What follows belongs to an exercise in optimizing a design on an open flow for small area, a short achievable clock period and few clock cycles; a production flow would make more cautious choices. Function was checked by simulation only, so behaviour that the tests miss may differ from the original.

==> flow/design.v (excerpt) <==
module qfu (
    input  wire        clk,
    input  wire        rst,           
    input  wire        host_valid,
    input  wire        host_we,
    input  wire [4:0]  host_addr,
    input  wire [31:0] host_wdata,
    output wire        host_ready,
    output reg  [31:0] host_rdata,
    output wire        mem_req,
    output wire        mem_we,
    output wire [15:0] mem_addr,
    output wire [15:0] mem_wdata,
    input  wire        mem_ready,
    input  wire [15:0] mem_rdata
);
export LEC_CHECK = 0
export ABC_AREA = 1
export CAP_MARGIN = 20
export CORE_MARGIN = 2
export CORE_UTILIZATION = 40
export CTS_BUF_LIST = sky130_fd_sc_hd__clkbuf_8
export PLACE_DENSITY = 0.6
export SETUP_SLACK_MARGIN = 5
export SLEW_MARGIN = 20
export SYNTH_MEMORY_MAX_BITS = 8192
create_clock -name core_clock -period 14.0 [get_ports {clk}]
run.sh (not shown) runs the stock make flow with config.mk's settings and CLKGATE_MAP_FILE= SYNTH_SCRIPT=/design/flow/synth_recipe.tcl, a recipe that flattens the netlist after the stock synthesis.
Testbench counts at the start, summed over its fixed seeds: cycles 10,736.
Rerun with:
--- a/flow/design.v
+++ b/flow/design.v
@@ -321,31 +321,27 @@
                          (op_m23 | op_m2x | op_fin) ? 2'd1 : 2'd0;
     wire ex_last  = (state == S_EX) && (ph == ph_last) && !op_div && !op_vmul && !op_lut;
     wire div_last = (state == S_DIV) && (cnt[3:0] == 4'd10);
     wire lut_last = (state == S_LRD2) && mem_ready;          
     wire wb_ff    = ex_last || div_last;                     
     wire wb_now   = wb_ff || lut_last;
     wire free_now = (state == S_IDLE) || wb_now;
     wire busy     = (state != S_IDLE);
     wire [3:0] ha = host_addr[3:0];
     wire h_reg   = !host_addr[4];
     wire h_cmd   = host_addr == 5'd16;
     wire h_free  = host_addr[4] && !(h_cmd && host_we);     
-    wire bg_rd   = (state == S_DIV) || (state == S_LRD1) || (state == S_LRD2) ||
-                   (state == S_EX && (op_div || op_lut));
-    wire h_rd_ok = free_now ? !(wb_now && ha == rd) : (bg_rd && ha != rd);
-    wire bg_wr   = busy && !wb_now && !op_vmul;
+    wire h_rd_ok = free_now && !(wb_now && ha == rd);
     wire h_wr_ok = (state == S_IDLE) || (wb_now && ha == rd) ||
-                   (wb_ff && ha != pa && ha != pb) ||
-                   (bg_wr && ha != rd && ha != cmd[19:16] && ha != cmd[15:12] && ha != cmd[11:8]);
+                   (wb_ff && ha != pa && ha != pb);
     wire h_cmd_ok = free_now && !(wb_now && (host_wdata[19:16] == rd || host_wdata[15:12] == rd));
     assign host_ready = h_free ||
                         (h_reg && (host_we ? h_wr_ok : h_rd_ok)) ||
                         (h_cmd && h_cmd_ok);
     wire host_fire   = host_valid && host_ready;
     wire host_reg_wr = host_fire && host_we && h_reg;
     wire host_cmd_wr = host_fire && host_we && h_cmd;
     wire acc_cmd     = host_cmd_wr && legal_cmd(host_wdata);
     wire hold = wb_ff && host_reg_wr && (ha != rd);
     wire [31:0] rd_pa;
     always @(*) begin
         if (h_reg)
@@ -499,25 +495,25 @@
             end
             if (op_m29 && ph1[1]) begin
                 pa_cont = rb;
                 pb_cont = ra;
             end
             if (op_interp)
                 pb_cont = rc;
             if (op_sin)
                 pb_cont = ra;
         end
     end
     wire        new_cmd = h_cmd && host_we && free_now;    
-    wire        pa_host = h_reg && !host_we && ((state == S_IDLE) || wb_ff || bg_rd);
+    wire        pa_host = h_reg && !host_we && ((state == S_IDLE) || wb_ff || lut_ph);
     wire [3:0]  pa_op   = new_cmd ? host_wdata[19:16] : pa_cont;
     wire [3:0]  pb_op   = new_cmd ? host_wdata[15:12] : pb_cont;
     assign      rd_pa   = rf_word(rf, pa_host ? ha : pa_op);
     wire [31:0] rd_pb   = rf_word(rf, pb_op);
     wire [31:0] cmd_n = acc_cmd ? host_wdata : cmd;
     wire [7:0]  op_n  = cmd_n[31:24];
     wire n_m23    = (op_n == OP_M151616);
     wire n_m2x    = (op_n == OP_M3216) | (op_n == OP_M32U16) |
                     (op_n == OP_M161616) | (op_n == OP_M1616U16);
     wire n_m29    = (op_n == OP_M16161616);
     wire n_interp = (op_n == OP_INTERP);
     wire n_sin    = (op_n == OP_SIN);
=>
- sequential cell count stays the same
- wire length came out lower by a few percent
- setup slack degrades by 0.028 ns
- clock-buffer cell count came out higher by 4
- register-to-register slack improves by 0.02 ns
- cell area came out lower slightly
- die area came out lower slightly
- global-route usage came out lower by 1.7 points
Testbench counts after the change, summed over its fixed seeds: cycles 10,962.

* * *

RTL: one of the versions met above, not the one the previous note started from.
For scale: about 6900 cells after synthesis, about 700 flip-flops, roughly 130 I/O pins, ~54000 um2 of cells after synthesis.
clock: 14.0 ns
lec_check: 0
abc_area: 1
cap_margin: 20
core_margin: 2
core_utilization: 45
cts_buf_list: sky130_fd_sc_hd__clkbuf_8
place_density: 0.62
setup_slack_margin: 5
slew_margin: 20
synth_memory_max_bits: 8192
Testbench counts at the start, summed over its fixed seeds: cycles 10,962.
Then changed:
--- a/flow/design.v
+++ b/flow/design.v
@@ -325,19 +325,23 @@
     wire wb_ff    = ex_last || div_last;                     
     wire wb_now   = wb_ff || lut_last;
     wire free_now = (state == S_IDLE) || wb_now;
     wire busy     = (state != S_IDLE);
     wire [3:0] ha = host_addr[3:0];
     wire h_reg   = !host_addr[4];
     wire h_cmd   = host_addr == 5'd16;
     wire h_free  = host_addr[4] && !(h_cmd && host_we);     
-    wire h_rd_ok = free_now && !(wb_now && ha == rd);
+    wire bg_rd   = (state == S_DIV) || (state == S_LRD1) || (state == S_LRD2) ||
+                   (state == S_EX && (op_div || op_lut));
+    wire h_rd_ok = free_now ? !(wb_now && ha == rd) : (bg_rd && ha != rd);
+    wire bg_wr   = busy && !wb_now && !op_vmul;
     wire h_wr_ok = (state == S_IDLE) || (wb_now && ha == rd) ||
-                   (wb_ff && ha != pa && ha != pb);
+                   (wb_ff && ha != pa && ha != pb) ||
+                   (bg_wr && ha != rd && ha != cmd[19:16] && ha != cmd[15:12] && ha != cmd[11:8]);
     wire h_cmd_ok = free_now && !(wb_now && (host_wdata[19:16] == rd || host_wdata[15:12] == rd));
     assign host_ready = h_free ||
                         (h_reg && (host_we ? h_wr_ok : h_rd_ok)) ||
                         (h_cmd && h_cmd_ok);
     wire host_fire   = host_valid && host_ready;
     wire host_reg_wr = host_fire && host_we && h_reg;
     wire host_cmd_wr = host_fire && host_we && h_cmd;
     wire acc_cmd     = host_cmd_wr && legal_cmd(host_wdata);
@@ -499,17 +503,17 @@
             end
             if (op_interp)
                 pb_cont = rc;
             if (op_sin)
                 pb_cont = ra;
         end
     end
     wire        new_cmd = h_cmd && host_we && free_now;    
-    wire        pa_host = h_reg && !host_we && ((state == S_IDLE) || wb_ff || lut_ph);
+    wire        pa_host = h_reg && !host_we && ((state == S_IDLE) || wb_ff || bg_rd);
     wire [3:0]  pa_op   = new_cmd ? host_wdata[19:16] : pa_cont;
     wire [3:0]  pb_op   = new_cmd ? host_wdata[15:12] : pb_cont;
     assign      rd_pa   = rf_word(rf, pa_host ? ha : pa_op);
     wire [31:0] rd_pb   = rf_word(rf, pb_op);
     wire [31:0] cmd_n = acc_cmd ? host_wdata : cmd;
     wire [7:0]  op_n  = cmd_n[31:24];
     wire n_m23    = (op_n == OP_M151616);
     wire n_m2x    = (op_n == OP_M3216) | (op_n == OP_M32U16) |
Effect: The changed run went through all stages and came out clean. Worst setup slack is better by 69 ps. Maximum frequency goes up slightly. Design area barely changes. Register-to-register slack is better by 30 ps. Global-route usage goes down by 0.11 points. Synthesized area goes up slightly. Cell count goes up slightly. Clock-buffer cell count goes down by 6. Hold slack is worse by 48 ps. Core utilization hardly moves.
Testbench counts after the change, summed over its fixed seeds: cycles 10,736.

* * *

Setup of job 7877:
RTL: one of the versions met above, not the one the previous note started from.
For scale: ~130 I/O pins.
Settings: LEC_CHECK=0, ABC_AREA=1, CAP_MARGIN=20, CORE_MARGIN=2, CORE_UTILIZATION=50, CTS_BUF_LIST=sky130_fd_sc_hd__clkbuf_8, PLACE_DENSITY=0.65, SETUP_SLACK_MARGIN=5, SLEW_MARGIN=20, SYNTH_MEMORY_MAX_BITS=8192; clock period 14.0 ns.
In summary, job 7877 completed successfully, with a layout that passed the timing, design-rule and antenna checks.
Testbench counts of job 7877, summed over its fixed seeds: cycles 10,736.
diff inputs: job 7877 => job 754
diff --git a/flow/design.v b/flow/design.v
--- a/flow/design.v
+++ b/flow/design.v
@@ -322,29 +322,25 @@
     wire ex_last  = (state == S_EX) && (ph == ph_last) && !op_div && !op_vmul && !op_lut;
     wire div_last = (state == S_DIV) && (cnt[3:0] == 4'd10);
     wire lut_last = (state == S_LRD2) && mem_ready;          
     wire wb_ff    = ex_last || div_last;                     
     wire wb_now   = wb_ff || lut_last;
     wire free_now = (state == S_IDLE) || wb_now;
     wire busy     = (state != S_IDLE);
     wire [3:0] ha = host_addr[3:0];
     wire h_reg   = !host_addr[4];
     wire h_cmd   = host_addr == 5'd16;
     wire h_free  = host_addr[4] && !(h_cmd && host_we);     
-    wire bg_rd   = (state == S_DIV) || (state == S_LRD1) || (state == S_LRD2) ||
-                   (state == S_EX && (op_div || op_lut));
-    wire h_rd_ok = free_now ? !(wb_now && ha == rd) : (bg_rd && ha != rd);
-    wire bg_wr   = busy && !wb_now && !op_vmul;
+    wire h_rd_ok = free_now && !(wb_now && ha == rd);
     wire h_wr_ok = (state == S_IDLE) || (wb_now && ha == rd) ||
-                   (wb_ff && ha != pa && ha != pb) ||
-                   (bg_wr && ha != rd && ha != cmd[19:16] && ha != cmd[15:12] && ha != cmd[11:8]);
+                   (wb_ff && ha != pa && ha != pb);
     wire h_cmd_ok = free_now && !(wb_now && (host_wdata[19:16] == rd || host_wdata[15:12] == rd));
     assign host_ready = h_free ||
                         (h_reg && (host_we ? h_wr_ok : h_rd_ok)) ||
                         (h_cmd && h_cmd_ok);
     wire host_fire   = host_valid && host_ready;
     wire host_reg_wr = host_fire && host_we && h_reg;
     wire host_cmd_wr = host_fire && host_we && h_cmd;
     wire acc_cmd     = host_cmd_wr && legal_cmd(host_wdata);
     wire hold = wb_ff && host_reg_wr && (ha != rd);
     wire [31:0] rd_pa;
     always @(*) begin
@@ -500,23 +496,23 @@
             if (op_m29 && ph1[1]) begin
                 pa_cont = rb;
                 pb_cont = ra;
             end
             if (op_interp)
                 pb_cont = rc;
             if (op_sin)
                 pb_cont = ra;
         end
     end
     wire        new_cmd = h_cmd && host_we && free_now;    
-    wire        pa_host = h_reg && !host_we && ((state == S_IDLE) || wb_ff || bg_rd);
+    wire        pa_host = h_reg && !host_we && ((state == S_IDLE) || wb_ff || lut_ph);
     wire [3:0]  pa_op   = new_cmd ? host_wdata[19:16] : pa_cont;
     wire [3:0]  pb_op   = new_cmd ? host_wdata[15:12] : pb_cont;
     assign      rd_pa   = rf_word(rf, pa_host ? ha : pa_op);
     wire [31:0] rd_pb   = rf_word(rf, pb_op);
     wire [31:0] cmd_n = acc_cmd ? host_wdata : cmd;
     wire [7:0]  op_n  = cmd_n[31:24];
     wire n_m23    = (op_n == OP_M151616);
     wire n_m2x    = (op_n == OP_M3216) | (op_n == OP_M32U16) |
                     (op_n == OP_M161616) | (op_n == OP_M1616U16);
     wire n_m29    = (op_n == OP_M16161616);
     wire n_interp = (op_n == OP_INTERP);
Notes after the runs:
- Reported for job 7877 and job 754, leftover overflow at the end of global routing turned out identical to the last digit.
- Reported for job 7877 and job 754, number of buffers inserted for hold repair after clock tree synthesis turned out identical to the last digit.
- Compared with job 7877, in job 754 share of the cycle needed by the critical path after routing increased 0.75 points; number of core rows barely changed; clock tree buffer count of the final layout did not really move; width of the die held steady.
Testbench counts of job 754, summed over its fixed seeds: cycles 10,962.

==> port drivers added, routing unchanged <==
In the flow no input, the clock included, has a driving cell. The finished layouts below were timed again as built, in two steps.
Step 1 assumes that a clkbuf_16 drives the clock port and a buf_2 every other input.
Step 2 adds t to the input delays and takes it off the output delays; t is the mean of the earliest and latest rising clock arrival at the registers after step 1. Input paths then give back, and output paths get back, about the clock's delay inside the block.
Three values: no drivers, after step 1, after step 2; two values: the first two.
run	t (ns)	setup WS [ns]	clock arrival spread, ns	pins driven straight from the clock port
the first run of note 1	0.915	5.026 / 4.975 / 4.162	0.053 / 0.053	1
the second run of note 1	0.938	4.998 / 4.939 / 4.244	0.087 / 0.087	1
the first run of note 2	0.914	4.984 / 4.963 / 4.194	0.076 / 0.076	1
the second run of note 2	0.902	5.052 / 4.997 / 4.202	0.073 / 0.073	1
job 7877	0.869	5.134 / 5.072 / 4.297	0.097 / 0.097	1
job 754	0.889	5.029 / 4.964 / 4.279	0.085 / 0.085	1
After both steps every run listed still meets setup and hold. The setup slack of the first run of note 1, which loses most, moves by -0.051 ns with the drivers and by -0.864 ns with both steps.
